Background: an optimization exercise with open tools, aiming at small area. Do not read the settings as production practice.
RTL that was checked went through simulation tests only; none was proved equivalent to the original.
Power is estimated from default activity; no workload was simulated.

==> job 1192 <==
## ada_rx
module ada_rx (
    input  wire        clk,
    input  wire        rst,         
    input  wire        in_valid,
    input  wire [7:0]  in_data,
    output wire        in_ready,
    output wire        out_valid,
    input  wire        out_ready,
    output wire [1:0]  out_kind,    
    output wire [31:0] out_data,
    output wire        out_last
);
Settings: LEC_CHECK=0, ABC_AREA=1, CAP_MARGIN=20, CORE_MARGIN=2, CORE_UTILIZATION=70, PLACE_DENSITY=0.78, SLEW_MARGIN=20; clock period 14.0 ns.
standard.sh (not shown) runs the stock make flow with config.mk's settings and CLKGATE_MAP_FILE= SYNTH_SCRIPT=/design/flow/synth_recipe.tcl, a recipe that flattens the netlist after the stock synthesis.
==> flow/flow/run.sh <==
#!/bin/bash
# The standard layout (standard.sh: ORFS synth .. finish, unchanged
# synthesis), with one change: clock tree synthesis uses smaller sink
# clusters driven by clkbuf_8 and no dummy loads, so the clock tree is
# smaller. ORFS's own per-step logs stay under orfs/logs/; make's output
# goes to make.log.
set -euo pipefail
export CTS_ARGS="-sink_clustering_enable -repair_clock_nets -dont_use_dummy_load -buf_list sky130_fd_sc_hd__clkbuf_8 -sink_clustering_size 16 -sink_clustering_max_diameter 60"
bash standard.sh > make.log 2>&1
==> job 4558 (differences from job 1192) <==
--- a/flow/design.v
+++ b/flow/design.v
@@ -40,14 +40,13 @@
     reg [2:0]  phase;
     reg [1:0]  mk;             
     reg [7:0]  i;              
     reg        cand;           
     reg [3:0]  name_id;
     reg [7:0]  plen;           
-    reg [4:0]  aux;            
-    reg        fb_ok;          
+    reg [1:0]  fl;             
     reg [4:0]  p;              
     reg [7:0]  ring0 [0:31];
     reg [7:0]  ring1 [0:31];
     reg [7:0]  ring2 [0:31];
     reg [7:0]  ring3 [0:31];
     reg        o_busy;
@@ -55,12 +54,14 @@
     reg [1:0]  o_kind;
     reg [31:0] sr;             
     reg        o_last;
     wire [7:0] b = in_data;
     wire [4:0] tgt = i[4:0] + i[6:2];      
     wire       slot = (p == tgt);
+    wire [7:0] i_inc = i + (rd ? 8'd4 : 8'd1);
+    wire       i_end = (i_inc == plen);
     assign in_ready  = !o_busy && !rd &&
                        (phase != READ_PAYLOAD || i == 8'd0 || slot);
     assign out_valid = o_busy;
     assign out_kind  = o_kind;
     assign out_data  = sr;
     assign out_last  = o_last;
@@ -286,22 +287,26 @@
             4'd8:  fits = n1;                   
             4'd9:  fits = n3;                   
             4'd10: fits = n2;                   
             4'd11: fits = n0;                   
             4'd12: fits = n0;                   
             4'd13: fits = ge3 && n[0];          
-            4'd14: fits = ge3 && fb_ok;         
+            4'd14: fits = ge3 && fl[0];         
             default: fits = n0;                 
         endcase
     end
     wire malformed = (plen[1:0] != 2'd0) || !fits;
-    wire [31:0] cur_word = {b, ring2[0], ring1[1], ring0[2]};
-    wire [4:0]  cur_sat  = (|cur_word[31:5]) ? 5'd31 : cur_word[4:0];
-    wire [9:0]  fb_prod  = aux * cur_sat;
+    wire [31:0] fb_w1 = {b, ring2[0], ring1[1], ring0[2]};
+    wire [31:0] fb_w0 = {ring3[4], ring2[5], ring1[6], ring0[7]};
+    wire [4:0]  fb_s0 = (|fb_w0[31:5]) ? 5'd31 : fb_w0[4:0];    
+    wire [4:0]  fb_s1 = (|fb_w1[31:5]) ? 5'd31 : fb_w1[4:0];
+    wire [9:0]  fb_prod = ({10{fb_s1[0]}} & {5'd0, fb_s0}) + ({10{fb_s1[1]}} & {4'd0, fb_s0, 1'b0}) +
+                          ({10{fb_s1[2]}} & {3'd0, fb_s0, 2'b0}) + ({10{fb_s1[3]}} & {2'd0, fb_s0, 3'b0}) +
+                          ({10{fb_s1[4]}} & {1'd0, fb_s0, 4'b0});
     wire [5:0]  fb_m     = plen[7:2] - 6'd3;
-    wire [31:0] crc_next = crc_update(sr, b);
+    wire [31:0] crc_next = ~crc_update(~sr, b);
     reg       ev;
     reg [2:0] ev_code;
     always @* begin
         ev      = 1'b0;
         ev_code = ERR_NONE;
         if (marker_hit) begin
@@ -317,22 +322,22 @@
                         end
                     end else if (i[5]) begin
                         ev = 1'b1; ev_code = ERR_NAME_TOO_LONG;
                     end
                 READ_LENGTH:
                     if (i[1:0] == 2'd3) begin
-                        if (b != 8'd0 || aux[0]) begin
+                        if (b != 8'd0 || fl[0]) begin
                             ev = 1'b1; ev_code = ERR_OVERSIZE;
-                        end else if (aux[1] || (plen[7] && plen[6:0] != 7'd0)) begin
+                        end else if (fl[1] || (plen[7] && plen[6:0] != 7'd0)) begin
                             ev = 1'b1; ev_code = ERR_ALLOC;
                         end
                     end
                 READ_CRC:
                     if (i[1:0] == 2'd3) begin
                         ev = 1'b1;
-                        if (crc_next != CRC_RESIDUE)
+                        if (crc_next != ~CRC_RESIDUE)
                             ev_code = ERR_CRC;
                         else if (malformed)
                             ev_code = ERR_MALFORMED;
                     end
                 default: ;
             endcase
@@ -349,24 +354,22 @@
         end
         ring0[0] <= (wr && i[1:0] == 2'd0) ? b : ring0[31];
         ring1[0] <= (wr && i[1:0] == 2'd1) ? b : ring1[31];
         ring2[0] <= (wr && i[1:0] == 2'd2) ? b : ring2[31];
         ring3[0] <= (wr && i[1:0] == 2'd3) ? b : ring3[31];
     end
+    wire ld_word = rd && !o_busy && slot;
+    wire sel_crc = take && !ev && (phase == READ_PAYLOAD || phase == READ_CRC);
+    wire sel_err = take && ev && (ev_code != ERR_NONE);
+    wire sel_hdr = take && ev && (ev_code == ERR_NONE);
     always @(posedge clk) begin
-        if (rd && !o_busy && slot)
-            sr <= {ring3[28], ring2[29], ring1[30], ring0[31]};
-        else if (take) begin
-            if (ev)
-                sr <= (ev_code != ERR_NONE) ? {29'd0, ev_code}
-                                            : {18'd0, plen[7:2], 4'd0, name_id};
-            else if (phase == READ_PAYLOAD || phase == READ_CRC)
-                sr <= crc_next;
-            else
-                sr <= 32'hFFFFFFFF;
-        end
+        if (ld_word || take)
+            sr <= ({32{ld_word}} & {ring3[28], ring2[29], ring1[30], ring0[31]}) |
+                  ({32{sel_crc}} & crc_next) |
+                  ({32{sel_err}} & {29'd0, ev_code}) |
+                  ({32{sel_hdr}} & {18'd0, plen[7:2], 4'd0, name_id});
         if (wr && i == 8'd0)
             p <= 5'd1;
         else
             p <= p + 5'd1;
         if (rst) begin
             phase  <= SEEK_MARKER;
@@ -374,19 +377,19 @@
             o_busy <= 1'b0;
             rd     <= 1'b0;
             p      <= 5'd0;
         end else begin
             if (o_busy && out_ready)
                 o_busy <= 1'b0;
-            if (rd && !o_busy && slot) begin
+            if (ld_word) begin
                 o_busy <= 1'b1;
                 o_kind <= KIND_WORD;
-                o_last <= (i[7:2] + 6'd1 == plen[7:2]);
-                if (i[7:2] + 6'd1 == plen[7:2])
+                o_last <= i_end;
+                if (i_end)
                     rd <= 1'b0;
-                i      <= i + 8'd4;
+                i      <= i_inc;
             end
             if (take) begin
                 mk <= mk_next;
                 if (ev) begin
                     o_busy <= 1'b1;
                     if (ev_code != ERR_NONE) begin
@@ -410,42 +413,40 @@
                                 name_id <= nm_rep;
                                 i       <= 8'd0;
                                 phase   <= READ_LENGTH;
                             end else begin
                                 cand    <= nm_ok;
                                 name_id <= nm_rep;
-                                i    <= i + 8'd1;
+                                i    <= i_inc;
                             end
                         READ_LENGTH: begin
-                            i <= i + 8'd1;
+                            i <= i_inc;
                             case (i[1:0])
                                 2'd0: plen <= b;
                                 2'd1: begin
-                                    aux[0] <= ({b, plen} > 16'd50000);
-                                    aux[1] <= (b != 8'd0);
+                                    fl[0] <= ({b, plen} > 16'd50000);
+                                    fl[1] <= (b != 8'd0);
                                 end
-                                2'd2: aux[0] <= aux[0] || (b != 8'd0);
+                                2'd2: fl[0] <= fl[0] || (b != 8'd0);
                                 default: begin
                                     i     <= 8'd0;
                                     phase <= (plen == 8'd0) ? READ_CRC : READ_PAYLOAD;
                                 end
                             endcase
                         end
                         READ_PAYLOAD: begin
-                            if (i == 8'd3)
-                                aux <= cur_sat;
                             if (i == 8'd7)
-                                fb_ok <= (fb_prod == {4'd0, fb_m});
-                            i <= i + 8'd1;
-                            if (i + 8'd1 == plen) begin
+                                fl[0] <= (fb_prod == {4'd0, fb_m});
+                            i <= i_inc;
+                            if (i_end) begin
                                 i     <= 8'd0;
                                 phase <= READ_CRC;
                             end
                         end
                         READ_CRC:
-                            i <= i + 8'd1;
+                            i <= i_inc;
                         default: ;
                     endcase
                 end
             end
         end
     end
==> flow/flow/run.sh (replaced) <==
#!/bin/bash
# The standard layout (standard.sh: ORFS synth .. finish, with the
# standard synthesis unchanged), with two changes made through ORFS's own
# variables:
#  - port buffers are buf_1 instead of the default choice;
#  - clock tree synthesis uses small sink clusters driven by clkbuf_4 and
#    no dummy loads, so the clock tree is smaller.
# ORFS's per-step logs stay under orfs/logs/; make's output goes to make.log.
set -euo pipefail
export BUFFER_PORTS_ARGS="-inputs -outputs -buffer_cell sky130_fd_sc_hd__buf_1"
export CTS_ARGS="-sink_clustering_enable -repair_clock_nets -dont_use_dummy_load -buf_list sky130_fd_sc_hd__clkbuf_4 -sink_clustering_size 9 -sink_clustering_max_diameter 40"
bash standard.sh > make.log 2>&1
Settings changed: CORE_UTILIZATION 70 to 55, PLACE_DENSITY 0.78 to 0.65.
==> job 1706 (differences from job 1192) <==
--- a/flow/design.v
+++ b/flow/design.v
@@ -40,14 +40,13 @@
     reg [2:0]  phase;
     reg [1:0]  mk;             
     reg [7:0]  i;              
     reg        cand;           
     reg [3:0]  name_id;
     reg [7:0]  plen;           
-    reg [4:0]  aux;            
-    reg        fb_ok;          
+    reg [1:0]  fl;             
     reg [4:0]  p;              
     reg [7:0]  ring0 [0:31];
     reg [7:0]  ring1 [0:31];
     reg [7:0]  ring2 [0:31];
     reg [7:0]  ring3 [0:31];
     reg        o_busy;
@@ -286,20 +285,22 @@
             4'd8:  fits = n1;                   
             4'd9:  fits = n3;                   
             4'd10: fits = n2;                   
             4'd11: fits = n0;                   
             4'd12: fits = n0;                   
             4'd13: fits = ge3 && n[0];          
-            4'd14: fits = ge3 && fb_ok;         
+            4'd14: fits = ge3 && fl[0];         
             default: fits = n0;                 
         endcase
     end
     wire malformed = (plen[1:0] != 2'd0) || !fits;
-    wire [31:0] cur_word = {b, ring2[0], ring1[1], ring0[2]};
-    wire [4:0]  cur_sat  = (|cur_word[31:5]) ? 5'd31 : cur_word[4:0];
-    wire [9:0]  fb_prod  = aux * cur_sat;
+    wire [31:0] fb_w1 = {b, ring2[0], ring1[1], ring0[2]};
+    wire [31:0] fb_w0 = {ring3[4], ring2[5], ring1[6], ring0[7]};
+    wire [4:0]  fb_s0 = (|fb_w0[31:5]) ? 5'd31 : fb_w0[4:0];    
+    wire [4:0]  fb_s1 = (|fb_w1[31:5]) ? 5'd31 : fb_w1[4:0];
+    wire [9:0]  fb_prod = fb_s0 * fb_s1;
     wire [5:0]  fb_m     = plen[7:2] - 6'd3;
     wire [31:0] crc_next = crc_update(sr, b);
     reg       ev;
     reg [2:0] ev_code;
     always @* begin
         ev      = 1'b0;
@@ -317,15 +318,15 @@
                         end
                     end else if (i[5]) begin
                         ev = 1'b1; ev_code = ERR_NAME_TOO_LONG;
                     end
                 READ_LENGTH:
                     if (i[1:0] == 2'd3) begin
-                        if (b != 8'd0 || aux[0]) begin
+                        if (b != 8'd0 || fl[0]) begin
                             ev = 1'b1; ev_code = ERR_OVERSIZE;
-                        end else if (aux[1] || (plen[7] && plen[6:0] != 7'd0)) begin
+                        end else if (fl[1] || (plen[7] && plen[6:0] != 7'd0)) begin
                             ev = 1'b1; ev_code = ERR_ALLOC;
                         end
                     end
                 READ_CRC:
                     if (i[1:0] == 2'd3) begin
                         ev = 1'b1;
@@ -417,27 +418,25 @@
                             end
                         READ_LENGTH: begin
                             i <= i + 8'd1;
                             case (i[1:0])
                                 2'd0: plen <= b;
                                 2'd1: begin
-                                    aux[0] <= ({b, plen} > 16'd50000);
-                                    aux[1] <= (b != 8'd0);
+                                    fl[0] <= ({b, plen} > 16'd50000);
+                                    fl[1] <= (b != 8'd0);
                                 end
-                                2'd2: aux[0] <= aux[0] || (b != 8'd0);
+                                2'd2: fl[0] <= fl[0] || (b != 8'd0);
                                 default: begin
                                     i     <= 8'd0;
                                     phase <= (plen == 8'd0) ? READ_CRC : READ_PAYLOAD;
                                 end
                             endcase
                         end
                         READ_PAYLOAD: begin
-                            if (i == 8'd3)
-                                aux <= cur_sat;
                             if (i == 8'd7)
-                                fb_ok <= (fb_prod == {4'd0, fb_m});
+                                fl[0] <= (fb_prod == {4'd0, fb_m});
                             i <= i + 8'd1;
                             if (i + 8'd1 == plen) begin
                                 i     <= 8'd0;
                                 phase <= READ_CRC;
                             end
                         end
==> flow/flow/run.sh (replaced) <==
#!/bin/bash
# The standard layout (standard.sh: ORFS synth .. finish, unchanged
# synthesis), with one change: clock tree synthesis uses smaller sink
# clusters driven by clkbuf_8 and no dummy loads, so the clock tree is
# smaller. ORFS's own per-step logs stay under orfs/logs/; make's output
# goes to make.log.
set -euo pipefail
export CTS_ARGS="-sink_clustering_enable -repair_clock_nets -dont_use_dummy_load -buf_list sky130_fd_sc_hd__clkbuf_8 -sink_clustering_size 12 -sink_clustering_max_diameter 50"
bash standard.sh > make.log 2>&1
Settings changed: CORE_UTILIZATION 70 to 55, PLACE_DENSITY 0.78 to 0.65.
==> summary of the runs <==
- Of job 1706 and job 4558, job 4558 has the higher maximum frequency (gap about 8%, measured against job 4558).
- The highest first-iteration DRC count belongs to job 1192, the lowest to job 1706.
- Register-to-register slack, highest first: job 4558, job 1706, job 1192.
- Sequential power is about the same in job 1706 and job 1192.
- Synthesized cell count: job 4558 is lower than job 1706 (about 5%).
- The combinational power of job 4558 is 6.7 times that of job 1192.
- In job 4558 the total power is larger than in job 1192, by about 20%.
- Core utilization: job 4558 < job 1706 < job 1192.
- Die area: job 1192 < job 4558 < job 1706.
- Global-route usage is about the same in job 1706 and job 4558.
For job 1192 and job 1706, only the layout was checked, not whether the RTL still works.

==> inputs of 11-11 <==
ada_rx, a different RTL version from the one above (not shown whole).
## ada_rx
module ada_rx (
    input  wire        clk,
    input  wire        rst,         
    input  wire        in_valid,
    input  wire [7:0]  in_data,
    output wire        in_ready,
    output wire        out_valid,
    input  wire        out_ready,
    output wire [1:0]  out_kind,    
    output wire [31:0] out_data,
    output wire        out_last
);
    localparam [2:0] SEEK_MARKER  = 3'd0,
                     READ_NAME    = 3'd1,
                     READ_LENGTH  = 3'd2,
                     READ_PAYLOAD = 3'd3,
                     READ_CRC     = 3'd4;
    localparam [2:0] ERR_NONE          = 3'h0,
                     ERR_CRC           = 3'h1,
                     ERR_OVERSIZE      = 3'h2,
                     ERR_UNKNOWN_NAME  = 3'h3,
                     ERR_NAME_TOO_LONG = 3'h4,
                     ERR_RESYNC        = 3'h5,
                     ERR_MALFORMED     = 3'h6,
                     ERR_ALLOC         = 3'h7;
    localparam [1:0] KIND_ERR  = 2'd1,
                     KIND_HDR  = 2'd2,
                     KIND_WORD = 2'd3;
    localparam [31:0] CRC_RESIDUE = 32'hDEBB20E3;
    function [31:0] crc_update(input [31:0] c_in, input [7:0] d);
        integer k;
        reg [31:0] c;
        begin
            c = c_in ^ {24'd0, d};
            for (k = 0; k < 8; k = k + 1)
                c = c[0] ? ((c >> 1) ^ 32'hEDB88320) : (c >> 1);
            crc_update = c;
        end
    endfunction
    reg [2:0]  phase;
    reg [1:0]  mk;             
    reg [7:0]  i;              
    reg        cand;           
    reg [3:0]  name_id;
    reg [7:0]  plen;           
    reg        f_over;         
    reg        f_mid;          
    reg [4:0]  w0s;            
    reg        fb_ok;          
    reg [31:0] crc;
    reg [4:0]  p;              
    reg [7:0]  ring0 [0:31];
    reg [7:0]  ring1 [0:31];
    reg [7:0]  ring2 [0:31];
    reg [7:0]  ring3 [0:31];
    reg        o_busy;
    reg        rd;             
    reg [1:0]  o_kind;
    reg [31:0] o_data;
    reg        o_last;
    wire [7:0] b = in_data;
    wire [4:0] tgt = i[4:0] + i[6:2];      
    wire       slot = (p == tgt);
  ...
clock: 14.0 ns
lec_check: 0
abc_area: 1
cap_margin: 20
core_margin: 2
core_utilization: 70
cts_buf_list: sky130_fd_sc_hd__clkbuf_8
cts_cluster_size: 30
place_density: 0.78
slew_margin: 20
run.sh (not shown) runs the stock make flow with config.mk's settings and CLKGATE_MAP_FILE= SYNTH_SCRIPT=/design/flow/synth_recipe.tcl, a recipe that flattens the netlist after the stock synthesis.
Stock flow here: none of the scripts above is used.
==> inputs of 12-16, as changes to 11-11 <==
--- a/flow/design.v
+++ b/flow/design.v
@@ -39,37 +39,35 @@
     endfunction
     reg [2:0]  phase;
     reg [1:0]  mk;             
     reg [7:0]  i;              
     reg        cand;           
     reg [3:0]  name_id;
     reg [7:0]  plen;           
-    reg        f_over;         
-    reg        f_mid;          
-    reg [4:0]  w0s;            
-    reg        fb_ok;          
-    reg [31:0] crc;
+    reg [1:0]  fl;             
     reg [4:0]  p;              
     reg [7:0]  ring0 [0:31];
     reg [7:0]  ring1 [0:31];
     reg [7:0]  ring2 [0:31];
     reg [7:0]  ring3 [0:31];
     reg        o_busy;
     reg        rd;             
     reg [1:0]  o_kind;
-    reg [31:0] o_data;
+    reg [31:0] sr;             
     reg        o_last;
     wire [7:0] b = in_data;
     wire [4:0] tgt = i[4:0] + i[6:2];      
     wire       slot = (p == tgt);
+    wire [7:0] i_inc = i + (rd ? 8'd4 : 8'd1);
+    wire       i_end = (i_inc == plen);
     assign in_ready  = !o_busy && !rd &&
                        (phase != READ_PAYLOAD || i == 8'd0 || slot);
     assign out_valid = o_busy;
     assign out_kind  = o_kind;
-    assign out_data  = o_data;
+    assign out_data  = sr;
     assign out_last  = o_last;
     wire take = in_valid && in_ready;
     wire marker_hit = (mk == 2'd3) && (b == 8'h41);
     reg [1:0] mk_next;
     always @* begin
         if (marker_hit)
             mk_next = 2'd0;
@@ -288,24 +286,28 @@
             4'd7:  fits = n4;                   
             4'd8:  fits = n1;                   
             4'd9:  fits = n3;                   
             4'd10: fits = n2;                   
             4'd11: fits = n0;                   
             4'd12: fits = n0;                   
             4'd13: fits = ge3 && n[0];          
-            4'd14: fits = ge3 && fb_ok;         
+            4'd14: fits = ge3 && fl[0];         
             default: fits = n0;                 
         endcase
     end
     wire malformed = (plen[1:0] != 2'd0) || !fits;
-    wire [31:0] cur_word = {b, ring2[0], ring1[1], ring0[2]};
-    wire [4:0]  cur_sat  = (|cur_word[31:5]) ? 5'd31 : cur_word[4:0];
-    wire [9:0]  fb_prod  = w0s * cur_sat;
+    wire [31:0] fb_w1 = {b, ring2[0], ring1[1], ring0[2]};
+    wire [31:0] fb_w0 = {ring3[4], ring2[5], ring1[6], ring0[7]};
+    wire [4:0]  fb_s0 = (|fb_w0[31:5]) ? 5'd31 : fb_w0[4:0];    
+    wire [4:0]  fb_s1 = (|fb_w1[31:5]) ? 5'd31 : fb_w1[4:0];
+    wire [9:0]  fb_prod = ({10{fb_s1[0]}} & {5'd0, fb_s0}) + ({10{fb_s1[1]}} & {4'd0, fb_s0, 1'b0}) +
+                          ({10{fb_s1[2]}} & {3'd0, fb_s0, 2'b0}) + ({10{fb_s1[3]}} & {2'd0, fb_s0, 3'b0}) +
+                          ({10{fb_s1[4]}} & {1'd0, fb_s0, 4'b0});
     wire [5:0]  fb_m     = plen[7:2] - 6'd3;
-    wire [31:0] crc_next = crc_update(crc, b);
+    wire [31:0] crc_next = ~crc_update(~sr, b);
     reg       ev;
     reg [2:0] ev_code;
     always @* begin
         ev      = 1'b0;
         ev_code = ERR_NONE;
         if (marker_hit) begin
             if (phase != SEEK_MARKER) begin
@@ -319,24 +321,24 @@
                             ev = 1'b1; ev_code = ERR_UNKNOWN_NAME;
                         end
                     end else if (i[5]) begin
                         ev = 1'b1; ev_code = ERR_NAME_TOO_LONG;
                     end
                 READ_LENGTH:
                     if (i[1:0] == 2'd3) begin
-                        if (b != 8'd0 || f_over) begin
+                        if (b != 8'd0 || fl[0]) begin
                             ev = 1'b1; ev_code = ERR_OVERSIZE;
-                        end else if (f_mid || (plen[7] && plen[6:0] != 7'd0)) begin
+                        end else if (fl[1] || (plen[7] && plen[6:0] != 7'd0)) begin
                             ev = 1'b1; ev_code = ERR_ALLOC;
                         end
                     end
                 READ_CRC:
                     if (i[1:0] == 2'd3) begin
                         ev = 1'b1;
-                        if (crc_next != CRC_RESIDUE)
+                        if (crc_next != ~CRC_RESIDUE)
                             ev_code = ERR_CRC;
                         else if (malformed)
                             ev_code = ERR_MALFORMED;
                     end
                 default: ;
             endcase
         end
@@ -351,52 +353,54 @@
             ring3[q] <= ring3[q-1];
         end
         ring0[0] <= (wr && i[1:0] == 2'd0) ? b : ring0[31];
         ring1[0] <= (wr && i[1:0] == 2'd1) ? b : ring1[31];
         ring2[0] <= (wr && i[1:0] == 2'd2) ? b : ring2[31];
         ring3[0] <= (wr && i[1:0] == 2'd3) ? b : ring3[31];
     end
+    wire ld_word = rd && !o_busy && slot;
+    wire sel_crc = take && !ev && (phase == READ_PAYLOAD || phase == READ_CRC);
+    wire sel_err = take && ev && (ev_code != ERR_NONE);
+    wire sel_hdr = take && ev && (ev_code == ERR_NONE);
     always @(posedge clk) begin
-        if (phase != READ_PAYLOAD && phase != READ_CRC)
-            crc <= 32'hFFFFFFFF;
-        else if (take)
-            crc <= crc_next;
+        if (ld_word || take)
+            sr <= ({32{ld_word}} & {ring3[28], ring2[29], ring1[30], ring0[31]}) |
+                  ({32{sel_crc}} & crc_next) |
+                  ({32{sel_err}} & {29'd0, ev_code}) |
+                  ({32{sel_hdr}} & {18'd0, plen[7:2], 4'd0, name_id});
         if (wr && i == 8'd0)
             p <= 5'd1;
         else
             p <= p + 5'd1;
         if (rst) begin
             phase  <= SEEK_MARKER;
             mk     <= 2'd0;
             o_busy <= 1'b0;
             rd     <= 1'b0;
             p      <= 5'd0;
         end else begin
             if (o_busy && out_ready)
                 o_busy <= 1'b0;
-            if (rd && !o_busy && slot) begin
+            if (ld_word) begin
                 o_busy <= 1'b1;
                 o_kind <= KIND_WORD;
-                o_data <= {ring3[28], ring2[29], ring1[30], ring0[31]};
-                o_last <= (i[7:2] + 6'd1 == plen[7:2]);
-                if (i[7:2] + 6'd1 == plen[7:2])
+                o_last <= i_end;
+                if (i_end)
                     rd <= 1'b0;
-                i      <= i + 8'd4;
+                i      <= i_inc;
             end
             if (take) begin
                 mk <= mk_next;
                 if (ev) begin
                     o_busy <= 1'b1;
                     if (ev_code != ERR_NONE) begin
                         o_kind <= KIND_ERR;
-                        o_data <= {29'd0, ev_code};
                         o_last <= 1'b1;
                     end else begin
                         o_kind <= KIND_HDR;
-                        o_data <= {18'd0, plen[7:2], 4'd0, name_id};
                         o_last <= (plen == 8'd0);
                         rd     <= (plen != 8'd0);
                     end
                 end
                 if (marker_hit || ev) begin
                     i     <= 8'd0;
                     cand  <= 1'b1;
@@ -408,44 +412,42 @@
                             if (b == 8'h00) begin
                                 name_id <= nm_rep;
                                 i       <= 8'd0;
                                 phase   <= READ_LENGTH;
                             end else begin
                                 cand    <= nm_ok;
                                 name_id <= nm_rep;
-                                i    <= i + 8'd1;
+                                i    <= i_inc;
                             end
                         READ_LENGTH: begin
-                            i <= i + 8'd1;
+                            i <= i_inc;
                             case (i[1:0])
                                 2'd0: plen <= b;
                                 2'd1: begin
-                                    f_over <= ({b, plen} > 16'd50000);
-                                    f_mid  <= (b != 8'd0);
+                                    fl[0] <= ({b, plen} > 16'd50000);
+                                    fl[1] <= (b != 8'd0);
                                 end
-                                2'd2: f_over <= f_over || (b != 8'd0);
+                                2'd2: fl[0] <= fl[0] || (b != 8'd0);
                                 default: begin
                                     i     <= 8'd0;
                                     phase <= (plen == 8'd0) ? READ_CRC : READ_PAYLOAD;
                                 end
                             endcase
                         end
                         READ_PAYLOAD: begin
-                            if (i == 8'd3)
-                                w0s <= cur_sat;
                             if (i == 8'd7)
-                                fb_ok <= (fb_prod == {4'd0, fb_m});
-                            i <= i + 8'd1;
-                            if (i + 8'd1 == plen) begin
+                                fl[0] <= (fb_prod == {4'd0, fb_m});
+                            i <= i_inc;
+                            if (i_end) begin
                                 i     <= 8'd0;
                                 phase <= READ_CRC;
                             end
                         end
                         READ_CRC:
-                            i <= i + 8'd1;
+                            i <= i_inc;
                         default: ;
                     endcase
                 end
             end
         end
     end
 endmodule
==> flow/flow/run.sh (new file) <==
#!/bin/bash
# The standard layout (standard.sh: ORFS synth .. finish, with the
# standard synthesis unchanged), with two changes made through ORFS's own
# variables:
#  - port buffers are buf_1 instead of the default choice;
#  - clock tree synthesis uses small sink clusters driven by clkbuf_8 and
#    no dummy loads, so the clock tree is smaller.
# ORFS's per-step logs stay under orfs/logs/; make's output goes to make.log.
set -euo pipefail
export BUFFER_PORTS_ARGS="-inputs -outputs -buffer_cell sky130_fd_sc_hd__buf_1"
export CTS_ARGS="-sink_clustering_enable -repair_clock_nets -dont_use_dummy_load -buf_list sky130_fd_sc_hd__clkbuf_8 -sink_clustering_size 14 -sink_clustering_max_diameter 50"
bash standard.sh > make.log 2>&1
==> flow/standard.sh (new file) <==
#!/bin/bash
# synth_recipe.tcl (not shown) runs the flow's synth.tcl, then flattens the netlist and writes it again
# the make line also repeats each setting of config.mk as NAME=value (left out here)
make -C /OpenROAD-flow-scripts/flow DESIGN_CONFIG=/design/flow/config.mk WORK_HOME=/design/flow/orfs CLKGATE_MAP_FILE= SYNTH_SCRIPT=/design/flow/synth_recipe.tcl "${@:-finish}"
- CORE_UTILIZATION: 70 -> 55
- CTS_BUF_LIST: sky130_fd_sc_hd__clkbuf_8 -> unset
- CTS_CLUSTER_SIZE: 30 -> unset
- PLACE_DENSITY: 0.78 -> 0.65
removed: flow/run.sh
==> run notes <==
WHS Endpoint=ring3[1][1]; cells on worst reg2reg path=20; met2 wire length=39140 µm; Max H-tree Level=4; largest net degree at the start of global routing=59; area of the multi-input gates=0.006645 mm²; Seq/total area=0.6663; Signal buf overhead=0.01624; Area Growth Syn to Fin=13.53%; Post-DP HPWL=about 47000 µm; Seq/Total Area, Yosys=0.7564; setup ws final=4.606 ns; Post-Syn Area per Cell=12.12 µm²; reg2reg start=ring2[0][2]; met1 WL=30560 µm; utilization after layout=0.8083; outcome=timing/DRC/antenna clean; Clock Skew=0.06993 ns; GRT Util Overall=0.3861; fin crit share=0.6710; Post-DP Area=0.03184 mm²
(the above is from 11-11)
==> run notes <==
outcome=timing/DRC/antenna clean; Clock Skew=0.08838 ns; met2 wire length=a little under 30000 µm; cells on worst reg2reg path=28; Post-Syn Area per Cell=12.35 µm²; fin crit share=0.5704; Max H-tree Level=3; setup ws final=6.014 ns; Area Growth Syn to Fin=7.697%; area of the multi-input gates=between 0.005 and 0.006 mm²; Signal buf overhead=0.008328; Seq/total area=0.7126; WHS Endpoint=ring1[21][7]; largest net degree at the start of global routing=between 40 and 50; met1 WL=slightly below 30000 µm
(the above is from 12-16)
No functional check of the RTL was part of 11-11.

-- re-timing with driven ports --
No port has a modelled driver above. Below, the same layouts with a new extraction and two added sets of constraints. Step 1 (the two cells are an assumption about what drives the block):
set clk [get_ports {clk}]
set_driving_cell -lib_cell sky130_fd_sc_hd__clkbuf_16 $clk
set_driving_cell -lib_cell sky130_fd_sc_hd__buf_2 [delete_from_list [all_inputs] $clk]
Step 2, shift: input delay + t, output delay - t, t = (earliest + latest rising clock arrival at the registers) / 2. This alone moves slack from input paths to output paths. Slacks: no drivers / after step 1 / after step 2; pairs: no drivers / after step 1.
| run | shift t [ns] | slack for setup (ns) | pins driven straight from the clock port |
|---|---|---|---|
| job 1192 | 0.734 | 4.692 / 4.724 / 3.989 | 1 |
| job 4558 | 0.921 | 6.274 / 6.273 / 5.352 | 1 |
| job 1706 | 0.716 | 5.626 / 5.625 / 4.909 | 1 |
| 11-11 | 0.852 | 4.606 / 4.643 / 3.791 | 1 |
| 12-16 | 0.709 | 6.014 / 6.010 / 5.301 | 1 |
After both steps setup and hold are still met in every run listed. The setup slack of job 4558, which loses most, moves by -0.001 ns with the drivers and by -0.922 ns with both steps.
